This design comes from an exercise in tuning for small area on the open sky130 flow, not from production work.
The RTL was checked by simulation tests, not by an equivalence proof against the original design.
Power is estimated from default activity; no workload was simulated.

### design/flow/design.v
module zz_extract (
    input  wire        clk,
    input  wire        rst,
    input  wire        reg_valid,
    input  wire        reg_we,
    input  wire [7:0]  reg_addr,
    input  wire [31:0] reg_wdata,
    output wire [31:0] reg_rdata,
    output wire        coef_req,
    output wire [15:0] coef_row,
    output wire [15:0] coef_col,
    input  wire [15:0] coef_rdata,
    output wire        pay_we,
    output wire [31:0] pay_addr,
    output reg  [7:0]  pay_wdata
);
    reg [1:0]  ph;
    wire busy = ph[0];
    wire scan = ph == 2'b01;
    wire done = ph == 2'b10;
    reg [15:0] grid_h, grid_w;
    reg [12:0] by, bx;           
    reg [2:0]  r, c;             
    reg        vq;               
    reg        hok;              
    reg        drain;            
    reg [28:0] cb;
    reg [2:0]  j;
    reg [31:0] len;
    reg [7:1]  acc;              
    reg [5:0]  sel;              
    wire eqy      = (by == grid_h[15:3]);
    wire eqx      = (bx == grid_w[15:3]);
    wire rowok    = !eqy || (r < grid_h[2:0]);
    wire colok    = !eqx || (c < grid_w[2:0]);
    wire rowempty = eqy && (grid_h[2:0] == 3'd0);
    wire colempty = eqx && (grid_w[2:0] == 3'd0);
    wire blk_end  = (r == 3'd7 && c == 3'd7) || rowempty || colempty;
    wire finish   = rowempty ||
                    (blk_end && eqx && (eqy || (colempty && bx == 13'd0)));
    assign coef_req = scan && rowok && colok;
    assign coef_row = {by, r};
    assign coef_col = {bx, c};
    reg [2:0] r_n, c_n;
    always @(*) begin
        r_n = r;
        c_n = c;
        if (!(r[0] ^ c[0])) begin
            if (c == 3'd7)      r_n = r + 3'd1;
            else if (r == 3'd0) c_n = c + 3'd1;
            else begin          r_n = r - 3'd1; c_n = c + 3'd1; end
        end else begin
            if (r == 3'd7)      c_n = c + 3'd1;
            else if (c == 3'd0) r_n = r + 3'd1;
            else begin          r_n = r + 3'd1; c_n = c - 3'd1; end
        end
    end
    wire [12:0] bxi, byi;
    wire [13:0] bxc, byc;
    assign bxc[0] = 1'b1;
    assign byc[0] = 1'b1;
    genvar g;
    generate
        for (g = 0; g < 13; g = g + 1) begin : g_binc
            assign bxi[g]   = bx[g] ^ bxc[g];
            assign bxc[g+1] = bx[g] & bxc[g];
            assign byi[g]   = by[g] ^ byc[g];
            assign byc[g+1] = by[g] & byc[g];
        end
    endgenerate
    wire usable = !((coef_rdata[15:1] == 15'd0) || (&coef_rdata));
    wire bitv   = coef_rdata[0];
    wire take   = vq && usable;
    wire eqlen  = ({3'd0, cb} == len);
    wire full   = drain || eqlen;           
    wire a0 = busy || (sel[4] && j != 3'd0);
    wire a2 = !busy && sel[5] && hok;
    wire [28:0] sum;
    wire [3:0]  cy;
    assign sum[0] = cb[0] ^ a0;
    assign cy[1]  = cb[0] & a0;
    assign sum[1] = cb[1] ^ cy[1];
    assign cy[2]  = cb[1] & cy[1];
    assign sum[2] = cb[2] ^ cy[2] ^ a2;
    assign cy[3]  = (cb[2] & cy[2]) | (cb[2] & a2) | (cy[2] & a2);
    wire [29:3] cr;
    assign cr[3] = cy[3];
    generate
        for (g = 3; g < 29; g = g + 1) begin : g_sum
            assign sum[g] = cb[g] ^ cr[g];
            if (g == 15) begin : g_skip
                assign cr[16] = cy[3] & (&cb[15:3]);
            end else begin : g_rip
                assign cr[g+1] = cb[g] & cr[g];
            end
        end
    endgenerate
    assign pay_we   = take && hok && !full;
    assign pay_addr = {3'd0, cb};
    integer i;
    always @(*) begin
        pay_wdata[0] = 1'b0;
        for (i = 1; i < 8; i = i + 1)
            pay_wdata[i] = acc[i];
        for (i = 0; i < 8; i = i + 1)
            if (j == 3'd7 - i) pay_wdata[i] = bitv;
    end
    wire host_wr   = reg_valid && reg_we && !busy;
    wire wr_ctrl   = host_wr && reg_addr == 8'h00;
    wire cmd_start = wr_ctrl && reg_wdata[0];
    wire op_init   = wr_ctrl && (reg_wdata[0] || reg_wdata[1]);
    wire a_ok   = reg_addr[7:5] == 3'd0 && reg_addr[1:0] == 2'd0;
    wire a_olen = a_ok && reg_addr[4:2] == 3'd5;
    wire under  = hok && !full;
    wire [8:0] status = {done && !hok, 3'd0, hok, !busy && under,
                         done && !hok, done, busy};
    assign reg_rdata = ({32{sel[0]}} & {23'd0, status})
                     | ({32{sel[1]}} & {16'd0, grid_h})
                     | ({32{sel[2]}} & {16'd0, grid_w})
                     | ({32{sel[3]}} & len)
                     | ({32{sel[4]}} & {3'd0, sum})
                     | ({32{sel[5]}} & {sum, j});
    always @(posedge clk) begin
        sel[0] <= a_ok && reg_addr[4:2] == 3'd1;
        sel[1] <= a_ok && reg_addr[4:2] == 3'd2;
        sel[2] <= a_ok && reg_addr[4:2] == 3'd3;
        sel[3] <= a_ok && reg_addr[4:2] == 3'd4 || a_olen && hok && full;
        sel[4] <= a_olen && under;
        sel[5] <= a_ok && reg_addr[4:2] == 3'd6;
        if (take && (j == 3'd7 || !hok))
            acc <= 7'd0;
        else
            acc[7 - j] <= bitv;
        vq <= coef_req && !rst;
        if (rst) begin
            ph     <= 2'b00;
            grid_h <= 16'd0;
            grid_w <= 16'd0;
        end else begin
            if (host_wr && reg_addr == 8'h08) grid_h <= reg_wdata[15:0];
            if (host_wr && reg_addr == 8'h0C) grid_w <= reg_wdata[15:0];
            if (op_init)
                ph <= cmd_start ? 2'b01 : 2'b00;
            else if (ph == 2'b11)
                ph <= 2'b10;
            else if (scan && finish)
                ph <= 2'b11;
        end
        if (!scan || blk_end) begin
            r <= 3'd0;
            c <= 3'd1;
        end else begin
            r <= r_n;
            c <= c_n;
        end
        if (!scan) begin
            by <= 13'd0;
            bx <= 13'd0;
        end else if (blk_end) begin
            if (eqx) begin
                bx <= 13'd0;
                by <= byi;
            end else begin
                bx <= bxi;
            end
        end
        if (rst || op_init) begin
            hok   <= 1'b0;
            drain <= 1'b0;
            cb    <= 29'd0;
            j     <= 3'd0;
            len   <= 32'd0;
        end else begin
            if (hok && eqlen) drain <= 1'b1;
            if (take) begin
                if (!hok) len <= {len[30:0], bitv};
                if (!hok && cb[1:0] == 2'b11 && j == 3'd7) begin
                    hok <= 1'b1;
                    cb  <= 29'd0;
                    j   <= 3'd0;
                end else begin
                    j <= j + 3'd1;
                    if (j == 3'd7) cb <= sum;
                end
            end
        end
    end
endmodule
### design/flow/flow/run.sh
#!/bin/bash
# Layout flow: the standard ORFS flow (standard synthesis unchanged),
# with two placement/CTS choices made through ORFS's own variables:
#  - port buffers use the smallest buffer cell (buf_1) instead of the
#    default clkdlybuf4s50_1; every input and output port is still buffered;
#  - clock tree built from clkbuf_4 cells, without dummy load cells.
# The full output of the flow goes to flow_standard.log in the work folder;
# ORFS keeps per-step logs under orfs/logs.
set -euo pipefail
export BUFFER_PORTS_ARGS="-buffer_cell sky130_fd_sc_hd__buf_1"
export CTS_ARGS="-sink_clustering_enable -repair_clock_nets -buf_list sky130_fd_sc_hd__clkbuf_4 -sink_buffer_max_cap_derate 0.6 -sink_clustering_max_diameter 40 -dont_use_dummy_load"
bash standard.sh > flow_standard.log 2>&1
### design/flow/standard.sh
#!/bin/bash
# synth_recipe.tcl (not shown) runs the flow's synth.tcl, then flattens the netlist and writes it again
# the make line also repeats each setting of config.mk as NAME=value (left out here)
make -C /OpenROAD-flow-scripts/flow DESIGN_CONFIG=/design/flow/config.mk WORK_HOME=/design/flow/orfs CLKGATE_MAP_FILE= SYNTH_SCRIPT=/design/flow/synth_recipe.tcl "${@:-finish}"
### design/flow/config.mk
export PLATFORM = sky130hd
export DESIGN_NAME = zz_extract
export DESIGN_NICKNAME = zz_extract
export VERILOG_FILES = /design/flow/design.v
export SDC_FILE = /design/flow/constraint.sdc
export NUM_CORES = 4
export LEC_CHECK = 0
export CAP_MARGIN = 20
export CORE_MARGIN = 2
export CORE_UTILIZATION = 40
export CTS_BUF_LIST = sky130_fd_sc_hd__clkbuf_4
export SLEW_MARGIN = 20
### design/flow/constraint.sdc
create_clock -name core_clock -period 8.5 [get_ports {clk}]
set_input_delay 1.7000 -clock core_clock [delete_from_list [all_inputs] [get_ports {clk}]]
set_output_delay 1.7000 -clock core_clock [all_outputs]
set_load 0.01 [all_outputs]
==> qor.csv, run 1 <==
stage;metric;value;unit
sta;finalSetupViolCount;0;
finish;multiInputGateArea;4750;sq um
route;drt_iter0_markers;602;
hold_path;worstHoldPathType;register to register;
place;place_congestion;0.816;
finish;drive_above_1_share;0.0396;
critical_path;end_kind;output port;
global_routing;grt-ovfl-total;0;
clocking;cts_buffer_depth;2;
finish;fillCellCount;1992;
route;wl_per_cell;17.6;um
floorplanning;fp.dieH;146;um
logic_synthesis;syn-cell-area;8060;sq um
logic_synthesis;ys_seq_area_frac;0.363;
sta;hold_viol_final;0;
critical_path;worstSetupPathType;register to output port;
global_routing;grt_antenna_before_repair;2;
logic_synthesis;synth_top_area_frac;0.363;
floorplanning;ios;166;
logic_synthesis;syn_avg_cell_area;8.98;sq um
critical_path;crit_arrival;5.57;ns
finish;seqCellArea;2920;sq um
sta;slew_headroom;0.281;
clocking;cts_tree;done;
sta;slew_viol_final;0;
logic_synthesis;ys_warn_count;1;
critical_path;cp_num_buf_inv;5;
logic_synthesis;synth_edf_count;0;
clocking;ctsResizeCount;0;
run;maxCapViolCount;0;
logic_synthesis;synth_seq_cells;146;
floorplanning;placementRows;51;
critical_path;critPathSlowestCell;dfxtp_1;
place;io_buffers;146;
logic_synthesis;async_flop_share;0;
sta;rsz0062_at_grt;no;
sta;setup_slack;1.23;ns
floorplanning;start_util;0.412;
route;wirelength;22.5;mm
logic_synthesis;synthTopCellsByArea;dfxtp_1 36%, ha_1 11%, mux2i_1 9.2%, xnor2_1 5.6%, nor2_1 4.4%;
logic_synthesis;ys_types;52;
power;ir_worst_vdd;0.0000723;V
critical_path;startpoint_type;register;
route;drc;0;
global_routing;grt_pass1_vias;6675;
logic_synthesis;synth_cells;898;
route;viasPerCell;5.44;
clocking;clock_latency;0.56;ns
clocking;cts_buffers;17;
sta;worstMarginPinSlew;1.08;ns
sta;fmax;137;MHz
floorplanning;die_area;21300;sq um
logic_synthesis;yosysTopAreaCell;dfxtp_1;
place;dp_worst_setup_slack;1.80;ns
power;power.density;115;nW/um^2
route;firstDrtPassIters;6;
sta;period_needed;7.27;ns
clocking;cts_setup_buffers;0;
sta;fin_crit_sh;0.856;
power;p_leak;3.66;nW
logic_synthesis;yosys_most_used_dff;dfxtp_1;
critical_path;crit_fanout;11;
critical_path;crit_family;adder cells;
critical_path;critPathMaxStageDelay;0.58;ns
critical_path;crit_required;6.80;ns
finish;fin_nets;1145;
clocking;cts_sinks;146;
sta;finalClockSkew;0.0331;ns
sta;fin_setup_tns;0;ns
clocking;clk_pin_slew_worst_paths;0.11;ns
floorplanning;die_x;146;um
clocking;cts_root_buf;clkbuf_4;
global_routing;track_usage;0.211;
floorplanning;coreArea;19600;sq um
route;vias;6953;
clocking;cts-hold-fix-buffers;0;
global_routing;grt_pass1_wl;36.3;mm
clocking;htreeDepth;4;
place;place_hpwl;16.5;mm
route;drtAntennaViolNets;0;
finish;area_growth;10.1;%
critical_path;cp_common_cell;ha_1;
outcome;status;complete, no violations;
global_routing;grt_max_degree;68;
## report_power, final
part	total (mW)	switching [mW]	internal [mW]
Combinational	0.0308	0.0207	0.0100
Clock	0.306	0.214	0.0913
Sequential	0.686	0.000934	0.685
Total	1.02	0.236	0.787
## through the flow
| stage | hold WS (ns) | power (mW) | cells | util | instance area [sq um] |
|---|---|---|---|---|---|
| 4_1_cts | 0.499 | 1.03 | 1276 | 0.452 | 8860 |
| 2_1_floorplan | 0.460 | 0.719 | 900 | - | 8070 |
| 5_1_grt | 0.536 | 1.07 | 1277 | 0.453 | 8870 |
| 6_report | 0.501 | 1.02 | 1278 | 0.453 | 8870 |
| 3_3_place_gp | 0.478 | 0.732 | 1259 | 0.446 | 8730 |
| 3_5_place_dp | 0.486 | 0.733 | 1259 | 0.446 | 8730 |
## flip-flops by register name, summed over array words and instances, names as in the netlist, 2 cells and up
| name | count |
|---|---|
| grid_w | 16 |
| bx | 13 |
| acc | 7 |
| cb | 29 |
| r | 3 |
| ph | 2 |
| c | 3 |
| by | 13 |
| grid_h | 16 |
| j | 3 |
| sel | 6 |
| len | 32 |
## worst reg2reg max path, cell delays in order, from the launching register on
cell	delay, ns
dfxtp_1	0.58
inv_1	0.16
ha_1	0.24
nand2_1	0.10
a21o_1	0.12
ha_1	0.14
ha_1	0.14
inv_1	0.05
fa_1	0.37
inv_1	0.10
nand4_1	0.10
nor4_1	0.37
ha_1	0.23
ha_1	0.14
ha_1	0.14
ha_1	0.13
ha_1	0.15
ha_1	0.14
ha_1	0.15
ha_1	0.15
ha_1	0.15
ha_1	0.16
ha_1	0.15
ha_1	0.21
nor2_1	0.06
o21ai_0	0.14
a21oi_1	0.08
## path summary, 6_finish.rpt
path | start | endpoint | slack [ns] | cells after the start
hold reg to reg | drain | drain | 0.50 | 2
setup reg to reg | j[0] | cb[28] | 3.69 | 26
setup / recovery | j[0] | reg_rdata[28] | 1.23 | 27
hold / removal | drain | drain | 0.50 | 2
## cell type report
cell class,instances,area share
clock buffers,17,0.0144
flip-flops and latches,146,0.329
diodes,2,0.000564
inverters,32,0.0135
repair buffers,155,0.0694
well taps,265,0.0374
multi-input cells,661,0.535
## cells by family (layout without fill, tap and decap cells)
kind of cell / count (synthesis) / count (layout) / share of synthesized area
and+or+nand+nor: 288 / 288 / 0.172
adders and majority gates: 72 / 72 / 0.113
buffers and inverters: 93 / 204 / 0.0514
other: 1 / 5 / 0.000465
AOI/OAI and AO/OA: 158 / 158 / 0.135
muxes: 79 / 79 / 0.0989
xor gates and xnor gates: 61 / 61 / 0.0663
DFF: 146 / 146 / 0.363
## cell usage after synthesis (16+ instances only)
| cell type | number |
|---|---|
| inv_1 | 32 |
| xnor2_1 | 52 |
| a222oi_1 | 26 |
| a21oi_1 | 53 |
| nand4_1 | 20 |
| nand3_1 | 56 |
| nor3_1 | 16 |
| nor2_1 | 95 |
| clkbuf_1 | 43 |
| nand2_1 | 53 |
| ha_1 | 71 |
| mux2i_1 | 74 |
| o21ai_0 | 20 |
| a22oi_1 | 23 |
| dfxtp_1 | 146 |
## layer usage
layer	wire (um)	part of all wire	up-vias	GRT usage
li1	-	-	3469	-
met1	10500	0.46	3275	0.289
met2	10400	0.46	195	0.339
met3	1520	0.068	14	0.0536
met4	157	0.0070	0	0.0432
met5	0	0	-	0
## cells in the final DEF (no fill, tap or decap), types with 11 or more instances in the layout
cell and instances:
a22o_1 14, a22oi_1 23, a21oi_1 53, clkbuf_4 17
xnor2_1 52, mux2i_1 74, inv_1 32, nand2_1 52
nor3_1 15, o21ai_0 20, ha_1 71, dfxtp_1 146
buf_1 146, nor2_1 95, nand3_1 56, nand4_1 20
a222oi_1 26, nor4_1 11
==> inputs of run 2 (changes only) <==
--- a/design/flow/flow/run.sh
+++ b/design/flow/flow/run.sh
@@ -8,5 +8,5 @@
 # ORFS keeps per-step logs under orfs/logs.
 set -euo pipefail
 export BUFFER_PORTS_ARGS="-buffer_cell sky130_fd_sc_hd__buf_1"
-export CTS_ARGS="-sink_clustering_enable -repair_clock_nets -buf_list sky130_fd_sc_hd__clkbuf_4 -sink_buffer_max_cap_derate 0.6 -sink_clustering_max_diameter 40 -dont_use_dummy_load"
+export CTS_ARGS="-sink_clustering_enable -repair_clock_nets -buf_list sky130_fd_sc_hd__clkbuf_4 -sink_buffer_max_cap_derate 0.6 -root_buf sky130_fd_sc_hd__clkbuf_8 -dont_use_dummy_load"
 bash standard.sh > flow_standard.log 2>&1
==> run 2 against run 1 <==
  * Critical path type unchanged
  * Sequential power about the same
  * Non-clock buffer count is the same
  * Count of clock-buffer cells in the layout stayed put
==> qor.csv, run 2 <==
stage;metric;value;unit;change
outcome;status;complete, no violations;;
logic_synthesis;netlist_top_cells_count;146 x dfxtp_1, 95 x nor2_1, 74 x mux2i_1, 71 x ha_1, 56 x nand3_1;;
logic_synthesis;yosys_most_used_dff;dfxtp_1;;
logic_synthesis;synthTopCellsByArea;dfxtp_1 36%, ha_1 11%, mux2i_1 9.2%, xnor2_1 5.6%, nor2_1 4.4%;;
power;pwr-share-seq;0.667;;-0.004
global_routing;grt_pass1_wl;36.3;mm;about the same
clocking;cts_sinks;146;;unchanged
critical_path;rr_worst_depth;26;;unchanged
route;wl_per_cell;17.6;um;about the same
critical_path;critPathMaxStageDelay;0.58;ns;about the same
critical_path;crit_cells;27;;unchanged
place;place_congestion;0.816;;unchanged
clocking;cts_buffer_depth;2;;unchanged
sta;fmax;140;MHz;+1.6%
logic_synthesis;ys_warn_count;1;;unchanged
finish;reg_top3;len (32), cb (29);;
critical_path;crit_fanout;11;;unchanged
floorplanning;start_util;0.412;;unchanged
sta;fin_crit_sh;0.842;;-0.0134
critical_path;critPathSlowestCell;dfxtp_1;;
floorplanning;fp.dieH;146;um;unchanged
logic_synthesis;synth_cells;898;;unchanged
clocking;cts_buffers;17;;unchanged
logic_synthesis;syn_avg_cell_area;8.98;sq um;unchanged
finish;largest_reg_flops;32;;unchanged
critical_path;cp_common_cell;ha_1;;
sta;slew_viol_final;0;;unchanged
clocking;clock_latency;0.44;ns;-0.12 ns
power;clkPwrFrac;0.303;;+0.004
logic_synthesis;synth_edf_count;0;;unchanged
critical_path;crit_arrival;5.46;ns;-0.11 ns
place;place_hpwl;16.5;mm;unchanged
route;viasPerCell;5.48;;+0.68%
hold_path;worstHoldPathType;register to register;;
finish;mostFrequentLayoutCells;146 x dfxtp_1, 146 x buf_1, 95 x nor2_1, 74 x mux2i_1, 71 x ha_1;;
critical_path;crit_required;6.80;ns;about the same
finish;fin_nets;1145;;unchanged
logic_synthesis;ys_types;52;;unchanged
route;drt_iter0_markers;567;;-5.8%
logic_synthesis;async_flop_share;0;;unchanged
route;drtAntennaViolNets;0;;unchanged
hold_path;whs_path_depth;2;;unchanged
critical_path;crit_start;j[0];;
floorplanning;ios;166;;unchanged
logic_synthesis;yosysTopAreaCell;dfxtp_1;;
clocking;ctsResizeCount;0;;unchanged
sta;hold_viol_final;0;;unchanged
clocking;cts-hold-fix-buffers;0;;unchanged
floorplanning;placementRows;51;;unchanged
logic_synthesis;syn-cell-area;8060;sq um;unchanged
logic_synthesis;synth_seq_cells;146;;unchanged
global_routing;grt_pass1_vias;6659;;-0.24%
sta;finalSetupViolCount;0;;unchanged
critical_path;r2r_end;cb[28];;
power;power_frac_comb;0.030;;about the same
critical_path;worstSetupPathType;register to output port;;
critical_path;end_kind;output port;;
sta;fin_setup_tns;0;ns;unchanged
global_routing;grt_max_degree;68;;unchanged
route;wirelength;22.5;mm;about the same
clocking;cts_root_buf;clkbuf_8;;
clocking;cts_setup_buffers;0;;unchanged
power;power.switching;0.235;mW;-0.45%
route;vias;6995;;+0.60%
clocking;htreeDepth;4;;unchanged
critical_path;crit_family;adder cells;;
power;p_sw_frac;0.228;;-0.00231
power;ir_worst_vdd;0.0000775;V;+7.3%
place;io_buffers;146;;unchanged
critical_path;startpoint_type;register;;
sta;worstMarginPinSlew;1.08;ns;+0.00188 ns
floorplanning;die_x;146;um;unchanged
power;finalPower;1.03;mW;+0.56%
logic_synthesis;yosys.cell_count.top_type;dfxtp_1;;
finish;regMostFlops;len;;
sta;rsz0062_at_grt;no;;
power;p_leak;3.66;nW;about the same
global_routing;grt-ovfl-total;0;;unchanged
critical_path;cp_num_buf_inv;5;;unchanged
logic_synthesis;ys_seq_area_frac;0.363;;unchanged
critical_path;r2r_setup_slack;3.69;ns;about the same
finish;fillCellCount;1990;;-0.10%
floorplanning;die_area;21300;sq um;unchanged
sta;slew_headroom;0.280;;-0.00126
sta;period_needed;7.16;ns;-0.114 ns
run;maxCapViolCount;0;;unchanged
finish;drive_above_1_share;0.0396;;unchanged
global_routing;grt_antenna_before_repair;1;;-1
logic_synthesis;synth_top_area_frac;0.363;;unchanged
critical_path;r2r_start;j[0];;
power;power.density;116;nW/um^2;+0.52%
clocking;clk_pin_slew_worst_paths;0.10;ns;about the same
power;intPower;0.793;mW;+0.87%
hold_path;holdPathEnd;drain;;
clocking;cts_tree;done;;
finish;area_growth;10.1;%;about the same
floorplanning;coreArea;19600;sq um;unchanged
route;drc;0;;unchanged
global_routing;track_usage;0.211;;about the same
route;firstDrtPassIters;7;;+1
sta;finalClockSkew;0.0352;ns;+0.00217 ns
hold_path;hold_start;drain;;
[run 2: cells by family after synthesis]
family	share of synthesized area
adders and majority gates	0.113
other	0.000465
buffers and inverters	0.0514
muxes	0.0989
AOI/OAI and AO/OA	0.135
DFF	0.363
xor gates and xnor gates	0.0663
and+or+nand+nor	0.172
[run 2: metal layers]
metal,track usage,wire (um),up-vias
met2,0.339,10400,214
met1,0.289,10500,3300
met5,0,0,-
met4,0.0471,142,0
li1,-,-,3471
met3,0.0498,1440,10
[run 2: final cells by class]
class / count / area (sq um) / share of cell area
multi-input combinational: 661 / 4750 / 0.535
sequential: 146 / 2920 / 0.329
timing repair buffer: 155 / 616 / 0.0693
tap: 265 / 332 / 0.0373
clock buffer: 17 / 134 / 0.0151
inverter: 32 / 120 / 0.0135
antenna: 1 / 2.50 / 0.000282
[run 2: worst register-to-register path, stage by stage (launching register included)]
cell and delay [ns]:
dfxtp_1 0.58, inv_1 0.16, ha_1 0.24, nand2_1 0.10
a21o_1 0.12, ha_1 0.14, ha_1 0.14, inv_1 0.05
fa_1 0.37, inv_1 0.10, nand4_1 0.10, nor4_1 0.37
ha_1 0.23, ha_1 0.14, ha_1 0.13, ha_1 0.13
ha_1 0.15, ha_1 0.15, ha_1 0.15, ha_1 0.15
ha_1 0.15, ha_1 0.16, ha_1 0.15, ha_1 0.21
nor2_1 0.06, o21ai_0 0.14, a21oi_1 0.08
[run 2: stage by stage]
stage,setup slack [ns],instances,util,area (sq um),hold slack [ns]
floorplan,2.43,900,-,8070,0.460
global placement,1.89,1259,0.446,8730,0.478
detailed placement,1.80,1259,0.446,8730,0.486
CTS,1.31,1276,0.453,8870,0.498
global route,0.971,1276,0.453,8880,0.536
finish,1.34,1277,0.453,8880,0.501
[run 2: power by group through the flow]
stage / clock network [mW] / registers (mW) / logic, mW
after floorplan: 0 / 0.702 / 0.0172
after global placement: 0 / 0.702 / 0.0306
after detailed placement: 0 / 0.702 / 0.0309
after CTS: 0.320 / 0.686 / 0.0310
after global routing: 0.350 / 0.687 / 0.0343
final: 0.311 / 0.686 / 0.0308
[run 2: worst max path at each step]
| stage | endpoint | slack (ns) |
|---|---|---|
| after floorplan | reg_rdata[28] | 2.43 |
| after global placement | reg_rdata[28] | 1.89 |
| after detailed placement | reg_rdata[28] | 1.80 |
| after CTS | reg_rdata[28] | 1.31 |
| after global routing | reg_rdata[28] | 0.97 |
| final | reg_rdata[28] | 1.34 |
==> inputs of run 3 (changes only) <==
--- a/design/flow/flow/run.sh
+++ b/design/flow/flow/run.sh
@@ -8,5 +8,5 @@
 # ORFS keeps per-step logs under orfs/logs.
 set -euo pipefail
 export BUFFER_PORTS_ARGS="-buffer_cell sky130_fd_sc_hd__buf_1"
-export CTS_ARGS="-sink_clustering_enable -repair_clock_nets -buf_list sky130_fd_sc_hd__clkbuf_4 -sink_buffer_max_cap_derate 0.6 -root_buf sky130_fd_sc_hd__clkbuf_8 -dont_use_dummy_load"
+export CTS_ARGS="-sink_clustering_enable -repair_clock_nets -buf_list sky130_fd_sc_hd__clkbuf_4 -sink_buffer_max_cap_derate 0.4 -dont_use_dummy_load"
 bash standard.sh > flow_standard.log 2>&1
==> run 3 against run 2 <==
  * Clock skew is 0.0022 ns lower
  * Fmax decreased by 1.6%
  * Largest cell class unchanged
  * Still clean
  * Count of clock-buffer cells in the layout did not move
  * Critical path type unchanged
  * Critical endpoint unchanged
  * Routed wire length about the same
  * Synthesized area unchanged
  * Combinational power is essentially flat
  * Worst setup slack got worse by 0.11 ns
  * Sequential power about the same
  * Cell count is essentially flat
==> qor.csv, run 3 <==
stage;metric;value;unit;change
place;place_hpwl;16.5;mm;unchanged
clocking;cts_tree;done;;
clocking;cts_root_buf;clkbuf_4;;
clocking;cts_setup_buffers;0;;unchanged
critical_path;worstSetupPathType;register to output port;;
route;vias;6953;;-0.60%
logic_synthesis;syn_avg_cell_area;8.98;sq um;unchanged
power;clkPwrFrac;0.299;;-0.004
place;place_congestion;0.816;;unchanged
clocking;clk_pin_slew_worst_paths;0.11;ns;about the same
finish;reg_top3;len (32), cb (29);;
sta;rsz0062_at_grt;no;;
run;maxCapViolCount;0;;unchanged
clocking;ctsResizeCount;0;;unchanged
logic_synthesis;ys_types;52;;unchanged
sta;fmax;137;MHz;-1.6%
critical_path;cp_common_cell;ha_1;;
global_routing;grt_pass1_vias;6675;;+0.24%
power;intPower;0.787;mW;-0.86%
power;power.density;115;nW/um^2;-0.52%
critical_path;r2r_setup_slack;3.69;ns;about the same
critical_path;r2r_end;cb[28];;
logic_synthesis;yosys_most_used_dff;dfxtp_1;;
logic_synthesis;synth_cells;898;;unchanged
logic_synthesis;yosys.cell_count.top_type;dfxtp_1;;
floorplanning;die_x;146;um;unchanged
power;ir_worst_vdd;0.0000723;V;-6.8%
place;io_buffers;146;;unchanged
hold_path;worstHoldPathType;register to register;;
sta;finalClockSkew;0.0331;ns;-0.00217 ns
hold_path;whs_path_depth;2;;unchanged
sta;slew_viol_final;0;;unchanged
sta;hold_viol_final;0;;unchanged
global_routing;gr-usage-met1;0.289;;about the same
floorplanning;placementRows;51;;unchanged
sta;period_needed;7.27;ns;+0.114 ns
critical_path;cp_num_buf_inv;5;;unchanged
sta;worstMarginPinSlew;1.08;ns;-0.00188 ns
clocking;cts-hold-fix-buffers;0;;unchanged
logic_synthesis;synth_seq_cells;146;;unchanged
global_routing;grt-ovfl-total;0;;unchanged
critical_path;startpoint_type;register;;
clocking;clock_latency;0.56;ns;+0.12 ns
logic_synthesis;yosysTopAreaCell;dfxtp_1;;
sta;fin_setup_tns;0;ns;unchanged
logic_synthesis;ys_warn_count;1;;unchanged
finish;largest_reg_flops;32;;unchanged
logic_synthesis;synth_top_area_frac;0.363;;unchanged
global_routing;gr-max-usage-layer;met2;;
finish;drive_above_1_share;0.0396;;unchanged
route;wl_per_cell;17.6;um;about the same
logic_synthesis;synth_edf_count;0;;unchanged
global_routing;track_usage;0.211;;about the same
logic_synthesis;synthTopCellsByArea;dfxtp_1 36%, ha_1 11%, mux2i_1 9.2%, xnor2_1 5.6%, nor2_1 4.4%;;
route;drc;0;;unchanged
critical_path;critPathSlowestCell;dfxtp_1;;
sta;slew_headroom;0.281;;+0.00126
critical_path;end_kind;output port;;
floorplanning;ios;166;;unchanged
route;drt_iter0_markers;602;;+6.2%
critical_path;crit_family;adder cells;;
clocking;htreeDepth;4;;unchanged
power;finalPower;1.02;mW;-0.56%
clocking;cts_sinks;146;;unchanged
logic_synthesis;netlist_top_cells_count;146 x dfxtp_1, 95 x nor2_1, 74 x mux2i_1, 71 x ha_1, 56 x nand3_1;;
logic_synthesis;async_flop_share;0;;unchanged
global_routing;met3_usage;0.0536;;+0.00376
hold_path;hold_start;drain;;
global_routing;grt.met2_usage;0.339;;unchanged
clocking;cts_buffers;17;;unchanged
critical_path;critPathMaxStageDelay;0.58;ns;about the same
floorplanning;die_area;21300;sq um;unchanged
critical_path;crit_required;6.80;ns;about the same
finish;mostFrequentLayoutCells;146 x dfxtp_1, 146 x buf_1, 95 x nor2_1, 74 x mux2i_1, 71 x ha_1;;
critical_path;rr_worst_depth;26;;unchanged
power;pwr-share-seq;0.671;;+0.004
finish;fin_nets;1145;;unchanged
logic_synthesis;ys_seq_area_frac;0.363;;unchanged
global_routing;grt_antenna_before_repair;2;;+1
finish;area_growth;10.1;%;about the same
route;firstDrtPassIters;6;;-1
hold_path;holdPathEnd;drain;;
critical_path;crit_arrival;5.57;ns;+0.11 ns
route;viasPerCell;5.44;;-0.68%
floorplanning;start_util;0.412;;unchanged
power;power.switching;0.236;mW;+0.45%
outcome;status;complete, no violations;;
critical_path;crit_fanout;11;;unchanged
global_routing;grt_pass1_wl;36.3;mm;about the same
floorplanning;fp.dieH;146;um;unchanged
logic_synthesis;syn-cell-area;8060;sq um;unchanged
sta;fin_crit_sh;0.856;;+0.0134
power;power_frac_comb;0.030;;about the same
floorplanning;coreArea;19600;sq um;unchanged
route;drtAntennaViolNets;0;;unchanged
sta;finalSetupViolCount;0;;unchanged
power;p_sw_frac;0.231;;+0.00231
power;p_leak;3.66;nW;about the same
route;wirelength;22.5;mm;about the same
finish;regMostFlops;len;;
clocking;cts_buffer_depth;2;;unchanged
global_routing;grt_max_degree;68;;unchanged
critical_path;r2r_start;j[0];;
[run 3: cell counts after synthesis]
Identical to the previous run, type by type.
[run 3: worst max path at each step]
stage | to | from | slack (ns) | depth (start not counted)
3_3_place_gp | reg_rdata[28] | j[0] | 1.89 | 27
4_1_cts | reg_rdata[28] | j[1] | 1.19 | 27
2_1_floorplan | reg_rdata[28] | j[0] | 2.43 | 27
6_report | reg_rdata[28] | j[0] | 1.23 | 27
5_1_grt | reg_rdata[28] | j[0] | 0.83 | 27
3_5_place_dp | reg_rdata[28] | j[0] | 1.80 | 27
[run 3: per-stage QoR]
step                      area, sq um  hold WS [ns]  cells   util  setup slack, ns
after floorplan                  8070         0.460    900      -             2.43
after global placement           8730         0.478   1259  0.446             1.89
after detailed placement         8730         0.486   1259  0.446             1.80
after CTS                        8860         0.499   1276  0.452             1.19
after global routing             8870         0.536   1277  0.453            0.830
final                            8870         0.501   1278  0.453             1.23
[run 3: logic make-up after synthesis]
| kind of cell | count (synthesis) | share of synthesized area |
|---|---|---|
| muxes | 79 | 0.0989 |
| buffers and inverters | 93 | 0.0514 |
| adders and majority gates | 72 | 0.113 |
| AOI/OAI and AO/OA | 158 | 0.135 |
| other | 1 | 0.000465 |
| DFF | 146 | 0.363 |
| and+or+nand+nor | 288 | 0.172 |
| xor gates and xnor gates | 61 | 0.0663 |
[run 3: area by class of cell]
type	count	area, sq um
inverter	32	120
timing repair buffer	155	616
antenna	2	5.00
clock buffer	17	128
tap	265	332
fill	1992	10700
multi-input combinational	661	4750
sequential	146	2920
[run 3: power by group through the flow]
| stage | logic [mW] | registers, mW | clock network, mW |
|---|---|---|---|
| after floorplan | 0.0172 | 0.702 | 0 |
| after global placement | 0.0306 | 0.702 | 0 |
| after detailed placement | 0.0309 | 0.702 | 0 |
| after CTS | 0.0310 | 0.686 | 0.314 |
| after global routing | 0.0343 | 0.687 | 0.345 |
| final | 0.0308 | 0.686 | 0.306 |
[run 3: per-layer routing]
metal	share of wire	vias to the layer above
li1	-	3469
met1	0.46	3275
met2	0.46	195
met3	0.068	14
met4	0.0070	0
met5	0	-
[run 3: worst min-delay path, delay by kind of cell (launching register included)]
kind | cells | cell delay (ns)
flops | 1 | 0.33
simple gates | 2 | 0.13
==> inputs of run 4 (changes only) <==
--- a/design/flow/flow/run.sh
+++ b/design/flow/flow/run.sh
@@ -8,5 +8,5 @@
 # ORFS keeps per-step logs under orfs/logs.
 set -euo pipefail
 export BUFFER_PORTS_ARGS="-buffer_cell sky130_fd_sc_hd__buf_1"
-export CTS_ARGS="-sink_clustering_enable -repair_clock_nets -buf_list sky130_fd_sc_hd__clkbuf_4 -sink_buffer_max_cap_derate 0.4 -dont_use_dummy_load"
+export CTS_ARGS="-sink_clustering_enable -repair_clock_nets -buf_list sky130_fd_sc_hd__clkbuf_4 -sink_buffer_max_cap_derate 0.3 -dont_use_dummy_load"
 bash standard.sh > flow_standard.log 2>&1
==> run 4 against run 3 <==
  * Still clean
  * Via count is the same
  * Worst hold slack unchanged
  * Total power unchanged
  * Worst setup slack unchanged
  * Global-route usage is the same
  * Cell count did not move
  * Sequential cell count unchanged
  * Clock power barely moved
  * Critical path depth unchanged
  * Sequential power is essentially flat
  * Highest routed layer unchanged
==> qor.csv, run 4 <==
stage;metric;value;unit;change
outcome;status;complete, no violations;;
sta;hold_viol_final;0;;unchanged
global_routing;track_usage;0.211;;unchanged
critical_path;critPathSlowestCell;dfxtp_1;;
logic_synthesis;synth_edf_count;0;;unchanged
clocking;htreeDepth;4;;unchanged
logic_synthesis;synth_top_area_frac;0.363;;unchanged
finish;fin_nets;1145;;unchanged
clocking;clk_pin_slew_worst_paths;0.11;ns;about the same
route;firstDrtPassIters;6;;unchanged
global_routing;grt_pass1_vias;6675;;unchanged
clocking;cts-hold-fix-buffers;0;;unchanged
clocking;ctsResizeCount;0;;unchanged
global_routing;grt_antenna_before_repair;2;;unchanged
critical_path;end_kind;output port;;
route;drc;0;;unchanged
finish;fin_cells;1278;;unchanged
floorplanning;fp.dieH;146;um;unchanged
sta;finalClockSkew;0.0331;ns;unchanged
logic_synthesis;ys_types;52;;unchanged
route;drt_iter0_markers;602;;unchanged
place;dp.cells;1259;;unchanged
route;highest_layer;met4;;
critical_path;critPathMaxStageDelay;0.58;ns;about the same
critical_path;crit_fanout;11;;unchanged
sta;slew_headroom;0.281;;unchanged
logic_synthesis;ys_seq_area_frac;0.363;;unchanged
sta;worstMarginPinSlew;1.08;ns;unchanged
global_routing;grt_pass1_wl;36.3;mm;unchanged
route;wl_per_cell;17.6;um;unchanged
route;vias;6953;;unchanged
critical_path;crit_arrival;5.57;ns;about the same
place;place_hpwl;16.5;mm;unchanged
finish;reg_top3;len (32), cb (29);;
route;wl_met1;10.5;mm;unchanged
route;wl_met3;1.52;mm;unchanged
power;power.density;115;nW/um^2;unchanged
sta;hold_slack;0.501;ns;unchanged
sta;finalSetupViolCount;0;;unchanged
clocking;cts_sinks;146;;unchanged
sta;fin_setup_tns;0;ns;unchanged
place;dp_worst_setup_slack;1.80;ns;unchanged
sta;period_needed;7.27;ns;unchanged
clocking;cts_tree;done;;
hold_path;worstHoldPathType;register to register;;
critical_path;startpoint_type;register;;
place;io_buffers;146;;unchanged
run;maxCapViolCount;0;;unchanged
floorplanning;die_x;146;um;unchanged
logic_synthesis;async_flop_share;0;;unchanged
finish;fin_util;0.453;;unchanged
logic_synthesis;syn-cell-area;8060;sq um;unchanged
finish;largest_reg_flops;32;;unchanged
clocking;cts_setup_buffers;0;;unchanged
route;drtAntennaViolNets;0;;unchanged
global_routing;grt_max_degree;68;;unchanged
sta;setup_slack;1.23;ns;unchanged
logic_synthesis;yosys.cell_count.top_type;dfxtp_1;;
logic_synthesis;synth_seq_cells;146;;unchanged
logic_synthesis;synthTopCellsByArea;dfxtp_1 36%, ha_1 11%, mux2i_1 9.2%, xnor2_1 5.6%, nor2_1 4.4%;;
global_routing;grt-ovfl-total;0;;unchanged
route;wirelength;22.5;mm;unchanged
floorplanning;placementRows;51;;unchanged
sta;rsz0062_at_grt;no;;
finish;regMostFlops;len;;
critical_path;crit_family;adder cells;;
sta;slew_viol_final;0;;unchanged
sta;fmax;137;MHz;unchanged
route;viasPerCell;5.44;;unchanged
logic_synthesis;synth_cells;898;;unchanged
finish;drive_above_1_share;0.0396;;unchanged
power;p_leak;3.66;nW;unchanged
clocking;cts_buffers;17;;unchanged
clocking;clock_latency;0.56;ns;about the same
logic_synthesis;netlist_top_cells_count;146 x dfxtp_1, 95 x nor2_1, 74 x mux2i_1, 71 x ha_1, 56 x nand3_1;;
floorplanning;coreArea;19600;sq um;unchanged
clocking;cts_buffer_depth;2;;unchanged
logic_synthesis;yosysTopAreaCell;dfxtp_1;;
finish;area_growth;10.1;%;unchanged
critical_path;cp_common_cell;ha_1;;
critical_path;crit_required;6.80;ns;about the same
finish;fillCellCount;1992;;unchanged
route;wl_met2;10.4;mm;unchanged
power;ir_worst_vdd;0.0000723;V;unchanged
sta;fin_crit_sh;0.856;;unchanged
place;place_congestion;0.816;;unchanged
critical_path;cp_num_buf_inv;5;;unchanged
logic_synthesis;yosys_most_used_dff;dfxtp_1;;
floorplanning;die_area;21300;sq um;unchanged
floorplanning;ios;166;;unchanged
logic_synthesis;ys_warn_count;1;;unchanged
critical_path;worstSetupPathType;register to output port;;
logic_synthesis;syn_avg_cell_area;8.98;sq um;unchanged
clocking;cts_root_buf;clkbuf_4;;
floorplanning;start_util;0.412;;unchanged
finish;mostFrequentLayoutCells;146 x dfxtp_1, 146 x buf_1, 95 x nor2_1, 74 x mux2i_1, 71 x ha_1;;
## run 4: cell counts after synthesis
No cell type changed its count.
## run 4: worst reg2reg max path, cell delays in order (launching register included)
cell     delay [ns]
dfxtp_1        0.58
inv_1          0.16
ha_1           0.24
nand2_1        0.10
a21o_1         0.12
ha_1           0.14
ha_1           0.14
inv_1          0.05
fa_1           0.37
inv_1          0.10
nand4_1        0.10
nor4_1         0.37
ha_1           0.23
ha_1           0.14
ha_1           0.14
ha_1           0.13
ha_1           0.15
ha_1           0.14
ha_1           0.15
ha_1           0.15
ha_1           0.15
ha_1           0.16
ha_1           0.15
ha_1           0.21
nor2_1         0.06
o21ai_0        0.14
a21oi_1        0.08
## run 4: per-layer routing
| layer | GRT usage | up-vias |
|---|---|---|
| li1 | - | 3469 |
| met1 | 0.289 | 3275 |
| met2 | 0.339 | 195 |
| met3 | 0.0536 | 14 |
| met4 | 0.0432 | 0 |
| met5 | 0 | - |
## run 4: layout make-up
type / instances / area, sq um / share of cell area
flip-flops and latches: 146 / 2920 / 0.329
well taps: 265 / 332 / 0.0374
diodes: 2 / 5.00 / 0.000564
inverters: 32 / 120 / 0.0135
repair buffers: 155 / 616 / 0.0694
clock buffers: 17 / 128 / 0.0144
multi-input cells: 661 / 4750 / 0.535
## run 4: report_power, final
group          internal (mW)  total (mW)  switching [mW]
sequential             0.685       0.686        0.000934
clock                 0.0913       0.306           0.214
combinational         0.0100      0.0308          0.0207
total                  0.787        1.02           0.236
## run 4: worst paths after layout
kind	start	end	slack, ns	cells after the start
hold reg to reg	drain	drain	0.50	2
hold / removal	drain	drain	0.50	2
setup reg to reg	j[0]	cb[28]	3.69	26
setup / recovery	j[0]	reg_rdata[28]	1.23	27
## run 4: logic make-up after synthesis
group / after synthesis / synth area share
adders and majority gates: 72 / 0.113
DFF: 146 / 0.363
muxes: 79 / 0.0989
and+or+nand+nor: 288 / 0.172
xor gates and xnor gates: 61 / 0.0663
buffers and inverters: 93 / 0.0514
other: 1 / 0.000465
AOI/OAI and AO/OA: 158 / 0.135
## run 4: metrics by stage
step                total power [mW]  cell area (sq um)
floorplan                      0.719               8070
global placement               0.732               8730
detailed placement             0.733               8730
CTS                             1.03               8860
global route                    1.07               8870
finish                          1.02               8870
==> inputs of run 5 (changes only) <==
--- a/design/flow/flow/run.sh
+++ b/design/flow/flow/run.sh
@@ -8,5 +8,5 @@
 # ORFS keeps per-step logs under orfs/logs.
 set -euo pipefail
 export BUFFER_PORTS_ARGS="-buffer_cell sky130_fd_sc_hd__buf_1"
-export CTS_ARGS="-sink_clustering_enable -repair_clock_nets -buf_list sky130_fd_sc_hd__clkbuf_4 -sink_buffer_max_cap_derate 0.3 -dont_use_dummy_load"
+export CTS_ARGS="-sink_clustering_enable -repair_clock_nets -buf_list sky130_fd_sc_hd__clkbuf_4 -sink_clustering_levels 2 -dont_use_dummy_load"
 bash standard.sh > flow_standard.log 2>&1
==> run 5 against run 4 <==
  * Still clean
  * Worst setup slack stayed put
  * Clock power hardly changed
  * Core utilization stayed put
  * Synthesized cell count stayed put
  * Critical endpoint unchanged
==> qor.csv, run 5 <==
stage;metric;value;unit;change
logic_synthesis;synth_top_area_frac;0.363;;unchanged
critical_path;cp_common_cell;ha_1;;
power;power.density;115;nW/um^2;unchanged
floorplanning;die_x;146;um;unchanged
logic_synthesis;yosys.cell_count.top_type;dfxtp_1;;
run;maxCapViolCount;0;;unchanged
clocking;cts-hold-fix-buffers;0;;unchanged
critical_path;crit_fanout;11;;unchanged
sta;hold_slack;0.501;ns;unchanged
global_routing;grt.met2_usage;0.339;;unchanged
clocking;cts_setup_buffers;0;;unchanged
sta;slew_viol_final;0;;unchanged
global_routing;gr-max-usage-layer;met2;;
finish;regMostFlops;len;;
logic_synthesis;yosys_most_used_dff;dfxtp_1;;
critical_path;crit_required;6.80;ns;about the same
power;ir_worst_vdd;0.0000723;V;unchanged
finish;reg_top3;len (32), cb (29);;
sta;worstMarginPinSlew;1.08;ns;unchanged
sta;period_needed;7.27;ns;unchanged
route;viasPerCell;5.44;;unchanged
floorplanning;placementRows;51;;unchanged
place;io_buffers;146;;unchanged
clocking;clk_pin_slew_worst_paths;0.11;ns;about the same
clocking;clock_latency;0.56;ns;about the same
floorplanning;die_area;21300;sq um;unchanged
critical_path;startpoint_type;register;;
sta;hold_viol_final;0;;unchanged
global_routing;track_usage;0.211;;unchanged
finish;fin_cells;1278;;unchanged
finish;mostFrequentLayoutCells;146 x dfxtp_1, 146 x buf_1, 95 x nor2_1, 74 x mux2i_1, 71 x ha_1;;
sta;slew_headroom;0.281;;unchanged
critical_path;crit_arrival;5.57;ns;about the same
power;intPower;0.787;mW;unchanged
logic_synthesis;syn_avg_cell_area;8.98;sq um;unchanged
logic_synthesis;synth_seq_cells;146;;unchanged
clocking;ctsResizeCount;0;;unchanged
logic_synthesis;ys_warn_count;1;;unchanged
sta;finalSetupViolCount;0;;unchanged
place;place_congestion;0.816;;unchanged
clocking;cts_buffer_depth;2;;unchanged
logic_synthesis;yosysTopAreaCell;dfxtp_1;;
finish;drive_above_1_share;0.0396;;unchanged
sta;finalClockSkew;0.0331;ns;unchanged
logic_synthesis;ys_types;52;;unchanged
route;drt_iter0_markers;602;;unchanged
sta;rsz0062_at_grt;no;;
floorplanning;coreArea;19600;sq um;unchanged
finish;seqCellArea;2920;sq um;unchanged
critical_path;critPathMaxStageDelay;0.58;ns;about the same
power;power_frac_comb;0.030;;about the same
clocking;cts_tree;done;;
logic_synthesis;async_flop_share;0;;unchanged
logic_synthesis;synth_cells;898;;unchanged
clocking;cts_root_buf;clkbuf_4;;
floorplanning;ios;166;;unchanged
power;p_leak;3.66;nW;unchanged
clocking;cts_sinks;146;;unchanged
power;p_sw_frac;0.231;;unchanged
route;drtAntennaViolNets;0;;unchanged
critical_path;critPathSlowestCell;dfxtp_1;;
logic_synthesis;ys_seq_area_frac;0.363;;unchanged
clocking;cts_buffers;17;;unchanged
route;wirelength;22.5;mm;unchanged
logic_synthesis;netlist_top_cells_count;146 x dfxtp_1, 95 x nor2_1, 74 x mux2i_1, 71 x ha_1, 56 x nand3_1;;
global_routing;grt_antenna_before_repair;2;;unchanged
global_routing;gr-usage-met1;0.289;;unchanged
global_routing;grt_pass1_wl;36.3;mm;unchanged
place;place_hpwl;16.5;mm;unchanged
clocking;htreeDepth;4;;unchanged
logic_synthesis;synth_edf_count;0;;unchanged
floorplanning;fp.dieH;146;um;unchanged
floorplanning;start_util;0.412;;unchanged
route;firstDrtPassIters;6;;unchanged
global_routing;grt-ovfl-total;0;;unchanged
critical_path;worstSetupPathType;register to output port;;
finish;area_growth;10.1;%;unchanged
power;power.switching;0.236;mW;unchanged
route;vias;6953;;unchanged
hold_path;worstHoldPathType;register to register;;
finish;largest_reg_flops;32;;unchanged
finish;fin_nets;1145;;unchanged
global_routing;grt_max_degree;68;;unchanged
outcome;status;complete, no violations;;
logic_synthesis;synthTopCellsByArea;dfxtp_1 36%, ha_1 11%, mux2i_1 9.2%, xnor2_1 5.6%, nor2_1 4.4%;;
global_routing;met3_usage;0.0536;;unchanged
finish;fillCellCount;1992;;unchanged
logic_synthesis;syn-cell-area;8060;sq um;unchanged
global_routing;grt_pass1_vias;6675;;unchanged
power;clkPwrFrac;0.299;;about the same
critical_path;end_kind;output port;;
place;dp.cells;1259;;unchanged
route;wl_per_cell;17.6;um;unchanged
finish;multiInputGateArea;4750;sq um;unchanged
sta;fin_setup_tns;0;ns;unchanged
route;drc;0;;unchanged
sta;fmax;137;MHz;unchanged
sta;fin_crit_sh;0.856;;unchanged
power;pwr-share-seq;0.671;;about the same
==> run 5: cell counts in the layout (fill, tap and decap cells not counted) <==
No cell type changed its count.
==> run 5: cell families after synthesis <==
logic type                 count (synthesis)  share of synthesized area
AOI/OAI and AO/OA                        158                      0.135
other                                      1                   0.000465
muxes                                     79                     0.0989
adders and majority gates                 72                      0.113
and+or+nand+nor                          288                      0.172
buffers and inverters                     93                     0.0514
DFF                                      146                      0.363
xor gates and xnor gates                  61                     0.0663
==> run 5: power by group through the flow <==
stage                     Combinational, mW  Clock (mW)  Sequential [mW]
after floorplan                      0.0172           0            0.702
after global placement               0.0306           0            0.702
after detailed placement             0.0309           0            0.702
after CTS                            0.0310       0.314            0.686
after global routing                 0.0343       0.345            0.687
final                                0.0308       0.306            0.686
==> run 5: worst paths after layout <==
path / cells after the start / endpoint / from / slack (ns)
setup / recovery: 27 / reg_rdata[28] / j[0] / 1.23
hold / removal: 2 / drain / drain / 0.50
setup reg to reg: 26 / cb[28] / j[0] / 3.69
hold reg to reg: 2 / drain / drain / 0.50
==> run 5: area by class of cell <==
type                    instances  share of cell area
well taps                     265              0.0374
inverters                      32              0.0135
diodes                          2            0.000564
clock buffers                  17              0.0144
flip-flops and latches        146               0.329
repair buffers                155              0.0694
multi-input cells             661               0.535
==> run 5: metrics by stage <==
| step | util | total power [mW] | worst slack (ns) | instance area (sq um) |
|---|---|---|---|---|
| after global routing | 0.453 | 1.07 | 0.830 | 8870 |
| after CTS | 0.452 | 1.03 | 1.19 | 8860 |
| after floorplan | - | 0.719 | 2.43 | 8070 |
| final | 0.453 | 1.02 | 1.23 | 8870 |
| after detailed placement | 0.446 | 0.733 | 1.80 | 8730 |
| after global placement | 0.446 | 0.732 | 1.89 | 8730 |
==> run 5: critical path, delay by kind of cell, from the launching register on <==
kind | cells | cell delay [ns]
simple gates | 3 | 0.57
buf+inv | 5 | 0.51
xor+xnor | 1 | 0.10
flops | 1 | 0.58
compound gates | 2 | 0.46
fa+ha+maj | 16 | 2.79
==> run 5: routing by layer <==
| metal | wire length, um | share of wire | up-vias |
|---|---|---|---|
| met5 | 0 | 0 | - |
| met4 | 157 | 0.0070 | 0 |
| met3 | 1520 | 0.068 | 14 |
| met2 | 10400 | 0.46 | 195 |
| met1 | 10500 | 0.46 | 3275 |
| li1 | - | - | 3469 |
==> inputs of run 6 (changes only) <==
--- a/design/flow/flow/run.sh
+++ b/design/flow/flow/run.sh
@@ -8,5 +8,5 @@
 # ORFS keeps per-step logs under orfs/logs.
 set -euo pipefail
 export BUFFER_PORTS_ARGS="-buffer_cell sky130_fd_sc_hd__buf_1"
-export CTS_ARGS="-sink_clustering_enable -repair_clock_nets -buf_list sky130_fd_sc_hd__clkbuf_4 -sink_clustering_levels 2 -dont_use_dummy_load"
+export CTS_ARGS="-sink_clustering_enable -repair_clock_nets -buf_list {sky130_fd_sc_hd__clkbuf_4 sky130_fd_sc_hd__clkbuf_8} -sink_buffer_max_cap_derate 0.6 -dont_use_dummy_load"
 bash standard.sh > flow_standard.log 2>&1
==> run 6 against run 5 <==
  * Still clean on timing, DRC and antenna
  * Synthesized area did not move
  * Clock power rose by 28%
  * Register-to-register slack barely moved
  * First-iteration DRC count fell by 6.5%
  * Die area did not move
  * Sequential cell count did not move
  * Count of clock-buffer cells in the layout did not move
  * Clock skew fell by 0.015 ns
  * Fmax fell by 0.53%
  * Critical path type unchanged
  * Critical endpoint unchanged
  * Highest routed layer unchanged
==> qor.csv, run 6 <==
stage;metric;value;unit;change
logic_synthesis;ys_types;52;;unchanged
sta;worstMarginPinSlew;1.08;ns;+0.00616 ns
route;drt_iter0_markers;563;;-6.5%
sta;rsz0062_at_grt;no;;
hold_path;worstHoldPathType;register to register;;
global_routing;gr-usage-met1;0.290;;+0.000967
finish;reg_top3;len (32), cb (29);;
global_routing;grt-ovfl-total;0;;unchanged
global_routing;grt_pass1_vias;6632;;-0.64%
place;dp.cells;1259;;unchanged
clocking;cts_tree;done;;
place;io_buffers;146;;unchanged
power;power_frac_comb;0.028;;-0.002
logic_synthesis;yosys.cell_count.top_type;dfxtp_1;;
critical_path;critPathSlowestCell;dfxtp_1;;
clocking;cts-hold-fix-buffers;0;;unchanged
finish;mostFrequentLayoutCells;146 x dfxtp_1, 146 x buf_1, 95 x nor2_1, 74 x mux2i_1, 71 x ha_1;;
global_routing;grt_antenna_before_repair;2;;unchanged
route;wirelength;22.5;mm;-0.11%
global_routing;track_usage;0.211;;-0.000729
sta;fin_crit_sh;0.860;;+0.00458
route;wl_per_cell;17.6;um;-0.11%
hold_path;hold_start;drain;;
floorplanning;fp.dieH;146;um;unchanged
critical_path;cp_num_buf_inv;5;;unchanged
run;maxCapViolCount;0;;unchanged
place;place_hpwl;16.5;mm;unchanged
critical_path;crit_family;adder cells;;
critical_path;critPathMaxStageDelay;0.57;ns;about the same
power;finalPower;1.11;mW;+8.5%
logic_synthesis;synth_seq_cells;146;;unchanged
clocking;cts_root_buf;clkbuf_4;;
sta;hold_slack;0.497;ns;-0.00415 ns
logic_synthesis;netlist_top_cells_count;146 x dfxtp_1, 95 x nor2_1, 74 x mux2i_1, 71 x ha_1, 56 x nand3_1;;
logic_synthesis;yosysTopAreaCell;dfxtp_1;;
floorplanning;start_util;0.412;;unchanged
critical_path;startpoint_type;register;;
route;firstDrtPassIters;8;;+2
clocking;clk_pin_slew_worst_paths;0.07;ns;-0.04 ns
logic_synthesis;yosys_most_used_dff;dfxtp_1;;
critical_path;cp_common_cell;ha_1;;
global_routing;grt.met2_usage;0.339;;about the same
logic_synthesis;ys_seq_area_frac;0.363;;unchanged
finish;regMostFlops;len;;
logic_synthesis;synthTopCellsByArea;dfxtp_1 36%, ha_1 11%, mux2i_1 9.2%, xnor2_1 5.6%, nor2_1 4.4%;;
outcome;status;complete, no violations;;
power;p_leak;3.70;nW;+1.1%
floorplanning;die_x;146;um;unchanged
sta;slew_headroom;0.277;;-0.00412
route;viasPerCell;5.48;;+0.78%
logic_synthesis;synth_top_area_frac;0.363;;unchanged
floorplanning;placementRows;51;;unchanged
finish;drive_above_1_share;0.0396;;unchanged
global_routing;met3_usage;0.0483;;-0.00533
logic_synthesis;syn-cell-area;8060;sq um;unchanged
critical_path;end_kind;output port;;
finish;fin_util;0.458;;+0.00511
power;ir_worst_vdd;0.0000964;V;+33%
clocking;htreeDepth;4;;unchanged
global_routing;grt_max_degree;68;;unchanged
clocking;cts_setup_buffers;0;;unchanged
critical_path;crit_start;j[0];;
floorplanning;coreArea;19600;sq um;unchanged
logic_synthesis;synth_cells;898;;unchanged
route;drc;0;;unchanged
sta;finalSetupViolCount;0;;unchanged
clocking;ctsResizeCount;0;;unchanged
finish;fin_nets;1145;;unchanged
critical_path;crit_arrival;5.61;ns;+0.04 ns
sta;fin_setup_tns;0;ns;unchanged
clocking;clock_latency;0.58;ns;+0.02 ns
finish;largest_reg_flops;32;;unchanged
clocking;cts_buffers;17;;unchanged
clocking;cts_buffer_depth;2;;unchanged
floorplanning;die_area;21300;sq um;unchanged
critical_path;crit_required;6.80;ns;about the same
logic_synthesis;syn_avg_cell_area;8.98;sq um;unchanged
critical_path;crit_fanout;11;;unchanged
sta;hold_viol_final;0;;unchanged
logic_synthesis;ys_warn_count;1;;unchanged
clocking;cts_sinks;146;;unchanged
power;intPower;0.865;mW;+10%
route;vias;7007;;+0.78%
sta;finalClockSkew;0.0180;ns;-0.0150 ns
power;pwr-share-seq;0.619;;-0.052
floorplanning;ios;166;;unchanged
critical_path;worstSetupPathType;register to output port;;
power;p_sw_frac;0.220;;-0.0106
power;power.switching;0.244;mW;+3.5%
finish;fin_cells;1278;;unchanged
sta;slew_viol_final;0;;unchanged
logic_synthesis;async_flop_share;0;;unchanged
logic_synthesis;synth_edf_count;0;;unchanged
place;place_congestion;0.816;;unchanged
sta;fmax;137;MHz;-0.53%
sta;period_needed;7.31;ns;+0.0389 ns
finish;area_growth;11.3;%;
power;power.density;124;nW/um^2;+7.3%
critical_path;r2r_start;j[0];;
global_routing;gr-max-usage-layer;met2;;
route;drtAntennaViolNets;0;;unchanged
power;clkPwrFrac;0.354;;+0.055
global_routing;grt_pass1_wl;36.2;mm;-0.25%
==> run 6: cell families after synthesis <==
kind of cell | Yosys count | synth area share
buffers and inverters | 93 | 0.0514
XOR/XNOR | 61 | 0.0663
adder cells (fa/ha/maj) | 72 | 0.113
multiplexers | 79 | 0.0989
flip-flops | 146 | 0.363
other | 1 | 0.000465
AND/OR/NAND/NOR | 288 | 0.172
AO/OA/AOI/OAI | 158 | 0.135
==> run 6: worst paths after layout <==
path,to,slack [ns],cells past startpoint
min,drain,0.50,2
max,reg_rdata[28],1.19,27
max reg2reg,cb[28],3.69,26
min reg2reg,drain,0.50,2
==> run 6: power by group through the flow <==
stage,Combinational [mW],Sequential [mW],Clock [mW]
6_report,0.0307,0.686,0.392
2_1_floorplan,0.0172,0.702,0
3_5_place_dp,0.0309,0.702,0
3_3_place_gp,0.0306,0.702,0
5_1_grt,0.0343,0.686,0.435
4_1_cts,0.0310,0.686,0.405
==> run 6: per-layer routing <==
metal / vias to the layer above / part of all wire
met5: - / 0
met4: 0 / 0.0051
met3: 7 / 0.069
met2: 229 / 0.46
met1: 3305 / 0.46
li1: 3466 / -
==> run 6: metrics by stage <==
stage                     area [sq um]  worst slack, ns
after floorplan                   8070             2.43
after global placement            8730             1.89
after detailed placement          8730             1.80
after CTS                         8960             1.16
after global routing              8970            0.819
final                             8970             1.19
==> run 6: final cells by class <==
type                    instances  area (sq um)
diodes                          2          5.00
clock buffers                  17           228
fillers                      1980         10600
inverters                      32           120
multi-input cells             661          4750
flip-flops and latches        146          2920
well taps                     265           332
repair buffers                155           616
==> run 6: worst min-delay path, cell delays in order (launching register included) <==
cell	delay, ns
dfxtp_1	0.32
nor2_1	0.08
nor3_1	0.05

[afterwards: timing with drivers on the ports]
The results above use ideal ports. As a check the final layouts listed here were re-extracted and re-timed, cells and wires unchanged.
Step 1, drivers: a clkbuf_16 drives clk and a buf_2 each remaining input, both assumed.
Step 2 adds t to the input delays and takes it off the output delays; t is the mean of the earliest and latest rising clock arrival at the registers after step 1. Input paths then give back, and output paths get back, about the clock's delay inside the block.
a / b / c = no drivers / after step 1 / after step 2; a / b = the first two.
run | t, ns | setup WS [ns] | hold WS [ns] | clock arrival spread, ns | slew at the worst register clock pin (ns)
run 1 | 0.577 | 1.227 / 1.190 / 1.766 | 0.501 / 0.501 / 0.501 | 0.033 / 0.033 | 0.12 / 0.12
run 2 | 0.464 | 1.341 / 1.300 / 1.764 | 0.501 / 0.501 / 0.501 | 0.035 / 0.035 | 0.12 / 0.12
run 3 | 0.577 | 1.227 / 1.190 / 1.766 | 0.501 / 0.501 / 0.501 | 0.033 / 0.033 | 0.12 / 0.12
run 4 | 0.577 | 1.227 / 1.190 / 1.766 | 0.501 / 0.501 / 0.501 | 0.033 / 0.033 | 0.12 / 0.12
run 5 | 0.577 | 1.227 / 1.190 / 1.766 | 0.501 / 0.501 / 0.501 | 0.033 / 0.033 | 0.12 / 0.12
run 6 | 0.613 | 1.188 / 1.150 / 1.763 | 0.497 / 0.497 / 0.497 | 0.020 / 0.020 | 0.08 / 0.08
After both steps every run listed still meets setup and hold.
